Context: an optimization exercise on an open-source flow, tuned for small area. The choices shown serve that exercise and are no tape-out recipe. In this exercise RTL edits were held to simulation tests only and were not proved equivalent to the original. Power and IR drop assume default switching activity.

==> design.v <==
module rpi433_core (
    input  wire        clk,
    input  wire        rst,
    input  wire        rx_in,
    input  wire        cmd_valid,
    input  wire [11:0] cmd,
    input  wire [15:0] rd_addr,
    output wire        tx_out,
    output wire        tx_busy,
    output wire        rx_done,
    output wire        rx_ovr,
    output wire        cmd_err,
    output wire [2:0]  rx_stat,
    output wire [4:0]  rx_cause,
    output wire [7:0]  rx_len,
    output wire [5:0]  rx_nbytes,
    output wire [15:0] min_low,
    output wire [15:0] min_high,
    output wire [7:0]  rd_data
);
    localparam integer TW               = 16;
    localparam integer RX_REJECT_PERIOD = 2;
    localparam integer RX_END_PERIOD    = 100;
    localparam integer RX_START_BITS    = 0;
    localparam integer MIN_RX_BYTES     = 4;
    localparam integer CW_CAP           = 512;
    localparam integer RXBUF_CAP        = 38;
    localparam integer RXPAY_CAP        = RXBUF_CAP - 6;    
    localparam integer TXBUF_CAP        = 32;
    localparam integer TX_UNIT_PERIOD   = 10;
    localparam integer TX_START_PERIOD  = 10;
    localparam integer TX_START_COUNT   = 1;
    localparam integer TX_END_PERIOD    = 150;
    localparam [TW-1:0] SATMAX = {TW{1'b1}};
    localparam [1:0] R_IDLE = 2'd0, R_START = 2'd1, R_DATA = 2'd2;
    localparam [1:0] T_IDLE = 2'd0, T_START = 2'd1, T_DATA = 2'd2, T_END = 2'd3;
    localparam [2:0] ST_NONE = 3'd0, ST_OK = 3'd1, ST_BADTIMING = 3'd2, ST_TOOSHORT = 3'd3,
                     ST_SIGMISMATCH = 3'd4, ST_LENOVERRUN = 3'd5, ST_CHKMISMATCH = 3'd6;
    localparam [3:0] OP_NOP = 4'h0, OP_TXCLR = 4'h1, OP_TXPUSH = 4'h2, OP_TXGO = 4'h3,
                     OP_RXACK = 4'h4, OP_ERRCLR = 4'h5;
    localparam [7:0] SIG0 = 8'h63, SIG1 = 8'hF9, SIG2 = 8'h5C, SIG3 = 8'h1B;
    function [7:0] key_byte;
        input [3:0] i;
        case (i)
            4'd0:  key_byte = 8'hC5;
            4'd1:  key_byte = 8'h07;
            4'd2:  key_byte = 8'h22;
            4'd3:  key_byte = 8'h33;
            4'd4:  key_byte = 8'h44;
            4'd5:  key_byte = 8'h55;
            4'd6:  key_byte = 8'h66;
            4'd7:  key_byte = 8'h77;
            4'd8:  key_byte = 8'h88;
            4'd9:  key_byte = 8'h99;
            4'd10: key_byte = 8'hAA;
            4'd11: key_byte = 8'hBB;
            4'd12: key_byte = 8'hCC;
            4'd13: key_byte = 8'hDD;
            4'd14: key_byte = 8'hEE;
            default: key_byte = 8'hFF;
        endcase
    endfunction
    reg [1:0]    rxphase;
    reg          level;
    reg [TW-1:0] elapsed;
    reg [TW-1:0] unit;
    reg          bad;
    reg          cwovf;
    reg [9:0]    cwcnt;           
    reg [TW-1:0] run_lo, run_hi;
    reg [TW-1:0] ev1_dur, ev2_dur;    
    reg          ev1_lvl, ev2_lvl;
    reg [7:0]    shreg;
    reg [2:0]    bitcnt;
    reg [5:0]    rxcnt;           
    reg [7:0]    skip;
    reg [7:0]    rxbuf [0:RXBUF_CAP-1];
    reg [2:0]    rxstat;
    reg [4:0]    rxcause;
    reg [7:0]    rxlen;
    reg [5:0]    rxnbytes;
    reg [TW-1:0] minlow, minhigh;
    reg          rxdone, rxovr;
    reg [7:0]    rxpay [0:RXPAY_CAP-1];
    reg [1:0]    txphase;
    reg          txlevel;
    reg [TW-1:0] txhold;
    reg [8:0]    txidx;           
    reg [7:0]    txbuf [0:TXBUF_CAP-1];
    reg [5:0]    txlen;           
    reg          cmderr;
    integer i;
    reg [7:0] tx_chk;
    always @* begin
        tx_chk = 8'h00;
        for (i = 0; i < TXBUF_CAP; i = i + 1)
            if (i < txlen) tx_chk = tx_chk ^ txbuf[i] ^ key_byte(i[3:0]);
    end
    wire [5:0] tx_byte_idx = txidx[8:3];
    wire [5:0] tx_pay_idx  = tx_byte_idx - 6'd5;
    reg  [7:0] tx_frame_byte;
    always @* begin
        if (tx_byte_idx == 6'd0)      tx_frame_byte = SIG0;
        else if (tx_byte_idx == 6'd1) tx_frame_byte = SIG1;
        else if (tx_byte_idx == 6'd2) tx_frame_byte = SIG2;
        else if (tx_byte_idx == 6'd3) tx_frame_byte = SIG3;
        else if (tx_byte_idx == 6'd4) tx_frame_byte = {2'b00, txlen};
        else if (tx_pay_idx < txlen)  tx_frame_byte = txbuf[tx_pay_idx[4:0]] ^ key_byte(tx_pay_idx[3:0]);
        else                          tx_frame_byte = tx_chk;
    end
    wire       tx_frame_bit = tx_frame_byte[3'd7 - txidx[2:0]];
    wire [8:0] tx_flen_bits = {txlen + 6'd6, 3'b000};
    reg [1:0]    txphase_s;
    reg          txlevel_s;
    reg [TW-1:0] txhold_s;
    reg [8:0]    txidx_s;
    always @* begin
        txphase_s = txphase;
        txlevel_s = txlevel;
        txhold_s  = txhold;
        txidx_s   = txidx;
        if (txphase == T_IDLE) begin
        end else if (txhold > 1) begin
            txhold_s = txhold - 1'b1;                        
        end else if (txphase == T_END) begin
            txphase_s = T_IDLE;                              
            txhold_s  = {TW{1'b0}};
        end else if (txidx < tx_flen_bits) begin
            txlevel_s = ~txlevel;                            
            txhold_s  = tx_frame_bit ? 2 * TX_UNIT_PERIOD : TX_UNIT_PERIOD;
            txidx_s   = txidx + 1'b1;
            txphase_s = T_DATA;
        end else begin
            txlevel_s = 1'b0;                                
            txhold_s  = TX_END_PERIOD;
            txphase_s = T_END;
        end
    end
    wire [3:0] op       = cmd[11:8];
    wire [7:0] arg      = cmd[7:0];
    wire       tx_idle_s = (txphase_s == T_IDLE);
    wire do_txclr  = cmd_valid && op == OP_TXCLR  && tx_idle_s;
    wire do_txpush = cmd_valid && op == OP_TXPUSH && tx_idle_s && txlen < TXBUF_CAP;
    wire do_txgo   = cmd_valid && op == OP_TXGO   && tx_idle_s;
    wire do_rxack  = cmd_valid && op == OP_RXACK;
    wire do_errclr = cmd_valid && op == OP_ERRCLR;
    wire refused   = cmd_valid && (op == OP_TXCLR  || op == OP_TXPUSH || op == OP_TXGO ||
                                   op > OP_ERRCLR) &&
                     !(do_txclr || do_txpush || do_txgo);
    wire [TW-1:0] diff      = (elapsed == SATMAX) ? SATMAX : elapsed + 1'b1;
    wire          gate      = (rxphase != R_IDLE) && (diff > RX_END_PERIOD);
    wire          changed   = (rx_in != level);
    wire          accepted  = changed && (diff >= RX_REJECT_PERIOD);
    wire [1:0]    phase_g   = gate ? R_IDLE : rxphase;      
    wire          is_first  = accepted && phase_g == R_IDLE;
    wire          is_calib  = accepted && phase_g == R_START;
    wire          is_data   = accepted && phase_g == R_DATA;
    wire          do_record = is_calib || is_data;
    wire [TW+3:0] d2 = {3'b000, diff, 1'b0};
    wire [TW+3:0] u1 = {4'b0000, unit};
    wire [TW+3:0] u3 = 3 * {4'b0000, unit};
    wire [TW+3:0] u5 = 5 * {4'b0000, unit};
    wire sym_zero = is_data && (d2 >= u1) && (d2 < u3);
    wire sym_one  = is_data && (d2 >= u3) && (d2 < u5);
    wire sym_bad  = is_data && !sym_zero && !sym_one;
    wire push     = sym_zero || sym_one;
    wire       push_skip = push && (skip != 0);
    wire       push_bit  = push && (skip == 0);
    wire [7:0] shreg_n   = {shreg[6:0], sym_one};
    wire       byte_done = push_bit && (bitcnt == 3'd7);
    wire       byte_store = byte_done && (rxcnt < RXBUF_CAP);
    wire [TW+3:0] diff9    = 9 * {4'b0000, diff};
    wire [TW+3:0] unit_cal = diff9 / 10;
    wire [TW-1:0] fin_lo = run_lo;
    wire [TW-1:0] fin_hi = run_hi;
    wire [3:0] cause_t;
    assign cause_t[0] = (fin_lo >= RX_END_PERIOD) || (fin_hi >= RX_END_PERIOD);
    assign cause_t[1] = (fin_lo <  RX_REJECT_PERIOD) || (fin_hi <  RX_REJECT_PERIOD);
    assign cause_t[2] = bad;
    assign cause_t[3] = cwovf;
    reg all_zero;
    always @* begin
        all_zero = (rxcnt >= 1);
        for (i = 0; i < RXBUF_CAP; i = i + 1)
            if (i < rxcnt && rxbuf[i] != 8'h00) all_zero = 1'b0;
    end
    wire [4:0] fin_cause = {(cause_t == 4'b0000) && all_zero, cause_t};
    wire sig_ok = (rxcnt >= 4) && rxbuf[0] == SIG0 && rxbuf[1] == SIG1 &&
                  rxbuf[2] == SIG2 && rxbuf[3] == SIG3;
    wire [7:0] fin_n = rxbuf[4];
    reg [7:0] rx_fold;
    always @* begin
        rx_fold = 8'h00;
        for (i = 0; i < RXPAY_CAP; i = i + 1)
            if (i < fin_n) rx_fold = rx_fold ^ rxbuf[5 + i];
    end
    wire [8:0] chk_idx  = 9'd5 + fin_n;
    wire [7:0] rx_chk   = (chk_idx < RXBUF_CAP) ? rxbuf[chk_idx[5:0]] : 8'h00;
    reg [2:0] fin_stat;
    always @* begin
        if (fin_cause != 5'b00000)                         fin_stat = ST_BADTIMING;
        else if (rxcnt < MIN_RX_BYTES)                     fin_stat = ST_TOOSHORT;
        else if (!sig_ok)                                  fin_stat = ST_SIGMISMATCH;
        else if (rxcnt < 5)                                fin_stat = ST_LENOVERRUN;
        else if ({3'b000, rxcnt} - 9'd5 < {1'b0, fin_n} + 9'd1) fin_stat = ST_LENOVERRUN;
        else if (rx_fold != rx_chk)                        fin_stat = ST_CHKMISMATCH;
        else                                               fin_stat = ST_OK;
    end
    wire fin_ok = (fin_stat == ST_OK);
    wire rxdone_h = do_rxack ? 1'b0 : rxdone;
    wire rxovr_h  = do_rxack ? 1'b0 : rxovr;
    always @(posedge clk) begin
        if (rst) begin
            txphase  <= T_IDLE;
            txlevel  <= 1'b0;
            txhold   <= {TW{1'b0}};
            txidx    <= 9'd0;
            txlen    <= 6'd0;
            cmderr   <= 1'b0;
            rxphase  <= R_IDLE;
            level    <= 1'b0;
            elapsed  <= {TW{1'b0}};
            unit     <= {TW{1'b0}};
            bad      <= 1'b0;
            cwovf    <= 1'b0;
            cwcnt    <= 10'd0;
            run_lo   <= RX_END_PERIOD;
            run_hi   <= RX_END_PERIOD;
            ev1_dur  <= {TW{1'b0}};
            ev2_dur  <= {TW{1'b0}};
            ev1_lvl  <= 1'b0;
            ev2_lvl  <= 1'b0;
            shreg    <= 8'h00;
            bitcnt   <= 3'd0;
            rxcnt    <= 6'd0;
            skip     <= RX_START_BITS;
            rxstat   <= ST_NONE;
            rxcause  <= 5'd0;
            rxlen    <= 8'd0;
            rxnbytes <= 6'd0;
            minlow   <= RX_END_PERIOD;
            minhigh  <= RX_END_PERIOD;
            rxdone   <= 1'b0;
            rxovr    <= 1'b0;
        end else begin
            txphase <= txphase_s;
            txlevel <= txlevel_s;
            txhold  <= txhold_s;
            txidx   <= txidx_s;
            if (do_txclr)
                txlen <= 6'd0;
            if (do_txpush) begin
                txbuf[txlen[4:0]] <= arg;
                txlen <= txlen + 1'b1;
            end
            if (do_txgo) begin
                txlevel <= 1'b1;
                txhold  <= TX_START_PERIOD * TX_START_COUNT;
                txidx   <= 9'd0;
                txphase <= T_START;
            end
            if (do_errclr)
                cmderr <= 1'b0;
            if (refused)
                cmderr <= 1'b1;
            rxdone <= rxdone_h;
            rxovr  <= rxovr_h;
            if (gate) begin
                rxovr    <= rxovr_h | rxdone_h;
                rxdone   <= 1'b1;
                rxstat   <= fin_stat;
                rxcause  <= (fin_stat == ST_BADTIMING) ? fin_cause : 5'd0;
                rxnbytes <= rxcnt;
                minlow   <= fin_lo;
                minhigh  <= fin_hi;
                if (fin_ok) begin
                    rxlen <= fin_n;
                    for (i = 0; i < RXPAY_CAP; i = i + 1)
                        rxpay[i] <= rxbuf[5 + i] ^ key_byte(i[3:0]);
                end else begin
                    rxlen <= 8'd0;
                end
                cwcnt   <= 10'd0;
                rxcnt   <= 6'd0;
                shreg   <= 8'h00;
                bitcnt  <= 3'd0;
                skip    <= RX_START_BITS;
                bad     <= 1'b0;
                cwovf   <= 1'b0;
                run_lo  <= RX_END_PERIOD;
                run_hi  <= RX_END_PERIOD;
                rxphase <= R_IDLE;
            end
            if (!accepted) begin
                elapsed <= diff;                                
            end else begin
                level   <= rx_in;
                elapsed <= {TW{1'b0}};
                if (is_first) begin
                    unit    <= {TW{1'b0}};
                    rxphase <= R_START;
                end
                if (is_calib) begin
                    unit    <= unit_cal[TW-1:0];
                    rxphase <= R_DATA;
                end
                if (sym_bad)
                    bad <= 1'b1;
            end
            if (do_record) begin
                if (cwcnt < CW_CAP) begin
                    cwcnt   <= cwcnt + 1'b1;
                    ev1_dur <= diff;
                    ev1_lvl <= level;
                    ev2_dur <= ev1_dur;
                    ev2_lvl <= ev1_lvl;
                    if (cwcnt >= 4) begin
                        if (ev2_lvl == 1'b0 && ev2_dur < run_lo) run_lo <= ev2_dur;
                        if (ev2_lvl == 1'b1 && ev2_dur < run_hi) run_hi <= ev2_dur;
                    end
                end else begin
                    cwovf <= 1'b1;
                end
            end
            if (push_skip)
                skip <= skip - 1'b1;
            if (push_bit) begin
                shreg  <= shreg_n;
                bitcnt <= bitcnt + 1'b1;
                if (byte_store) begin
                    rxbuf[rxcnt] <= shreg_n;
                    rxcnt <= rxcnt + 1'b1;
                end
            end
        end
    end
    assign tx_out    = txlevel;
    assign tx_busy   = (txphase != T_IDLE);
    assign rx_done   = rxdone;
    assign rx_ovr    = rxovr;
    assign cmd_err   = cmderr;
    assign rx_stat   = rxstat;
    assign rx_cause  = rxcause;
    assign rx_len    = rxlen;
    assign rx_nbytes = rxnbytes;
    assign min_low   = minlow;
    assign min_high  = minhigh;
    assign rd_data   = (rd_addr < {8'h00, rxlen}) ? rxpay[rd_addr[4:0]] : 8'h00;
endmodule
==> run.sh <==
#!/bin/bash
# synth_recipe.tcl (not shown) runs the flow's synth.tcl, then flattens the netlist and writes it again
# the make line also repeats each setting of config.mk as NAME=value (left out here)
make -C /OpenROAD-flow-scripts/flow DESIGN_CONFIG=/design/flow/config.mk WORK_HOME=/design/flow/orfs CLKGATE_MAP_FILE= SYNTH_SCRIPT=/design/flow/synth_recipe.tcl finish
==> config.mk <==
export PLATFORM = sky130hd
export DESIGN_NAME = rpi433_core
export DESIGN_NICKNAME = rpi433_core
export VERILOG_FILES = /design/flow/design.v
export SDC_FILE = /design/flow/constraint.sdc
export NUM_CORES = 4
export LEC_CHECK = 0
export CAP_MARGIN = 20
export CORE_MARGIN = 2
export CORE_UTILIZATION = 40
export SLEW_MARGIN = 20
==> constraint.sdc <==
create_clock -name core_clock -period 12.0 [get_ports {clk}]
set_input_delay 2.4000 -clock core_clock [delete_from_list [all_inputs] [get_ports {clk}]]
set_output_delay 2.4000 -clock core_clock [all_outputs]
set_load 0.01 [all_outputs]
==> metrics.md <==
| Metric | Value |
|---|---|
| Status | `timing/DRC/antenna clean` |
| CP max FO | `19` |
| Drt first pass iters | `7` |
| Vias per cell | `roughly 6.2` |
| Final ANT Viol Nets | `0` |
| Global Route Usage Sum | `0.2950` |
| CP arrival | `around 12000 ps` |
| # IOs | `99` |
| Total CTS buffers | `113` |
| FF-to-FF setup slack | `850 ps` |
| Max-Cap Viols | `0` |
| H-tree levels | `3` |
| TNS Setup | `0 ps` |
| Multi-input gate area | `27310 sq um` |
| Initial DRC Count | `6522` |
| Post-layout worst setup margin | `853.7 ps` |
| Mapped Nets | `~5.6k` |
| Yosys cell types | `118` |
| Fmax | `89.72 MHz` |
| Clk Latency, worst-skew pair | `between 700 and 800 ps` |
| Max Buffers Root-to-Sink | `3` |
| GRT overflow | `0` |
| DRC | `0` |
| Critical Path Max Stage Delay | `500 ps` |
| Starting density of the core | `0.4037` |
| CTS tree | `yes` |
| Post-cts hold buffer count | `0` |
| Syn Std Cell Area | `58140 sq um` |
| FF+latch count, synth | `1044` |
| Post-synth top area share | `0.4215` |
| CTS root buf | `clkbuf_16` |
| Area occupied by registers | `29080 sq um` |
| Synth area leaders | `edfxtp_1, dfxtp_1, mux4_2` |
| DP HPWL | `around 160000 um` |
| Startpoint types | `flop` |
| RSZ-0062 raised after global routing | `no` |
| # rows | `139` |
| Post-Place Setup Slack | `around 540 ps` |
| Post-synth EDFFs | `816` |
| Yosys warns | `2` |
| Crit path capture type | `flop` |
| Chip Width | `about 390 um` |
| Post-Syn Instances | `between 5k and 6k` |
| Clock transition at the registers of the reported paths | `70 ps` |
| Hold crit path type | `flop to flop` |
| Area grow syn2layout | `12.76%` |
| Layout cells sized above 1 | `0.1028` |
| CP required | `12630 ps` |
| Synth Area per Inst | `roughly 11 sq um` |
| Global-route wire length before repair | `315800 um` |
| Main synth FF type | `edfxtp_1` |
| Fillers | `13.39k` |
| Register area share after synthesis | `0.5000` |
| Post-layout min period | `11150 ps` |
| CP most frequent cell | `ha_1` |
| GPL Wtd Cong | `1.075` |
| CTS Sinks | `approximately 1.0k` |
| Async set-or-reset flop fraction in the synthesized netlist | `0` |
| Setup Viol. Count Final | `0` |
| Port Buffers | `between 90 and 100` |
| Final WL | `223200 um` |
| WL per Instance | `29.77 um` |
| Slew Limit Fails | `0` |
| Vias in the first global route | `43.63k` |
| Most numerous cell in the Yosys netlist | `edfxtp_1` |
| Initial antenna violation count | `14` |
| PwrDens | `between 100 and 150 nW/um^2` |
| Die Ht | `385.2 um` |
| Final cycle utilization of the critical path | `0.9289` |
| Endpoints failing hold | `0` |
| Worst Skew | `63.98 ps` |
| Least-Margin Pin Slew | `1228 ps` |
| Area leader, netlist | `edfxtp_1` |
| Core footprint | `144000 sq um` |
| Largest net degree at the start of global routing | `193` |
| CP Class | `flop to flop` |
| Via count | `46.68k` |
| Slowest stage cell, crit path | `or4_1` |
| Die area | `148400 sq um` |
| Top post-synthesis cells by count | `edfxtp_1, nand2_1, nor2_1, xnor2_1, a21oi_1` |
| Worst ir drop on vdd | `0.1387 mV` |
| Pleak | `22.96 nW` |
| Slew margin rel. | `0.1736` |
| Final Net Count | `approximately 5.7k` |
==> through the flow <==
step                instance area, sq um  hold slack [ps]  total power, mW  instances  utilization
floorplan                          58150            427.4            4.616       5394            -
CTS                                65410            436.6            8.517       7492       0.4542
detailed placement                 61520            438.7            4.892       7279       0.4272
global route                       65550            445.9            8.766       7496       0.4552
global placement                   61500            433.9            4.897       7278       0.4271
finish                             65560            425.1            8.496       7497       0.4552
==> what timing repair did <==
action,in CTS,in global routing
endpoints found under the setup margin,0,1
setup buffers,0,1
gates resized for setup,0,18
==> registers in the layout, indices dropped and copies added (netlist names), 5 cells and up <==
name,cells
cwcnt,10
elapsed,16
ev1_dur,16
ev2_dur,16
minhigh,16
minlow,16
run_hi,16
run_lo,16
rxbuf,304
rxcause,5
rxcnt,6
rxlen,8
rxnbytes,6
rxpay,256
shreg,7
skip,8
txbuf,256
txhold,16
txidx,9
txlen,6
unit,16
==> critical path: cells and delay by family (launching register included) <==
family | cells | cell delay [ps]
fa+ha+maj | 5 | 1530
flops | 1 | 430
simple gates | 12 | 3220
buf+inv | 3 | 500
xor+xnor | 1 | 180
mux | 1 | 170
compound gates | 18 | 4990
==> cells by family after synthesis <==
logic type                 Yosys count  share of synthesized area
and+or+nand+nor                   1815                     0.1432
AOI/OAI and AO/OA                 1072                     0.1233
DFF                               1044                     0.5000
xor gates and xnor gates           553                    0.08344
buffers and inverters              497                    0.03353
muxes                              208                    0.07208
adders and majority gates          205                    0.04438
==> final cells by class <==
cell class / count / share of cell area
timing repair buffer: 211 / 0.02861
antenna: 3 / 0.0001145
multi-input combinational: 3853 / 0.4166
clock buffer: 142 / 0.04712
clock inverter: 71 / 0.01216
sequential: 1044 / 0.4436
inverter: 270 / 0.01546
tap: 1903 / 0.03632
==> metal layers <==
metal	vias up	track usage	share of wire
met3	624	0.06399	0.11
met1	22870	0.3985	0.39
li1	20160	-	-
met2	3022	0.4398	0.43
met5	-	0	0.00037
met4	12	0.1643	0.066
==> path summary, 6_finish.rpt <==
| path | start | endpoint | cells after the start |
|---|---|---|---|
| worst max-delay path | elapsed[0] | unit[0] | 40 |
| worst min-delay path | ev1_dur[13] | ev2_dur[13] | 2 |
| worst max register to register | elapsed[0] | unit[0] | 40 |
| worst min register to register | ev1_dur[13] | ev2_dur[13] | 2 |
==> power by group <==
part	internal [mW]	total, mW	switching, mW
logic	0.325	0.891	0.566
clock network	2.11	3.67	1.56
registers	3.89	3.94	0.0432
==> cells in the final DEF, fill, tap and decap left out, types with 127 or more instances in the layout <==
| master | instances |
|---|---|
| edfxtp_1 | 816 |
| nand2_1 | 650 |
| nor2_1 | 483 |
| xnor2_1 | 418 |
| a21oi_1 | 320 |
| inv_1 | 266 |
| dfxtp_1 | 222 |
| o21ai_0 | 197 |
| ha_1 | 197 |
| mux4_2 | 168 |
| xor2_1 | 131 |
| nand3_1 | 127 |

-- afterwards: timing with drivers on the ports --
How much do the figures lean on ideal ports? The routed layout below was timed once more, with nothing changed but the port constraints.
Step 1, drivers: a clkbuf_16 drives clk and a buf_2 each remaining input, both assumed.
Step 2 moves the port delays by t, midway between the first and last clock arrival at a register: inputs arrive t later, outputs are due t later. That takes back most of the time a late clock gives input paths.
Slacks: ideal ports / drivers / drivers and shift; pairs: ideal ports / drivers.
t, ns: 0.832
setup WS [ns]: 0.854 / 0.854 / 0.854
worst setup path after step 2: register to register
latest minus earliest clock arrival (ns): 0.067 / 0.066
worst register clock-pin slew, ns: 0.07 / 0.07
After both steps this run still meets setup and hold. For this run, drivers alone change the setup slack by 0.000 ns; drivers and shift together by 0.000 ns.
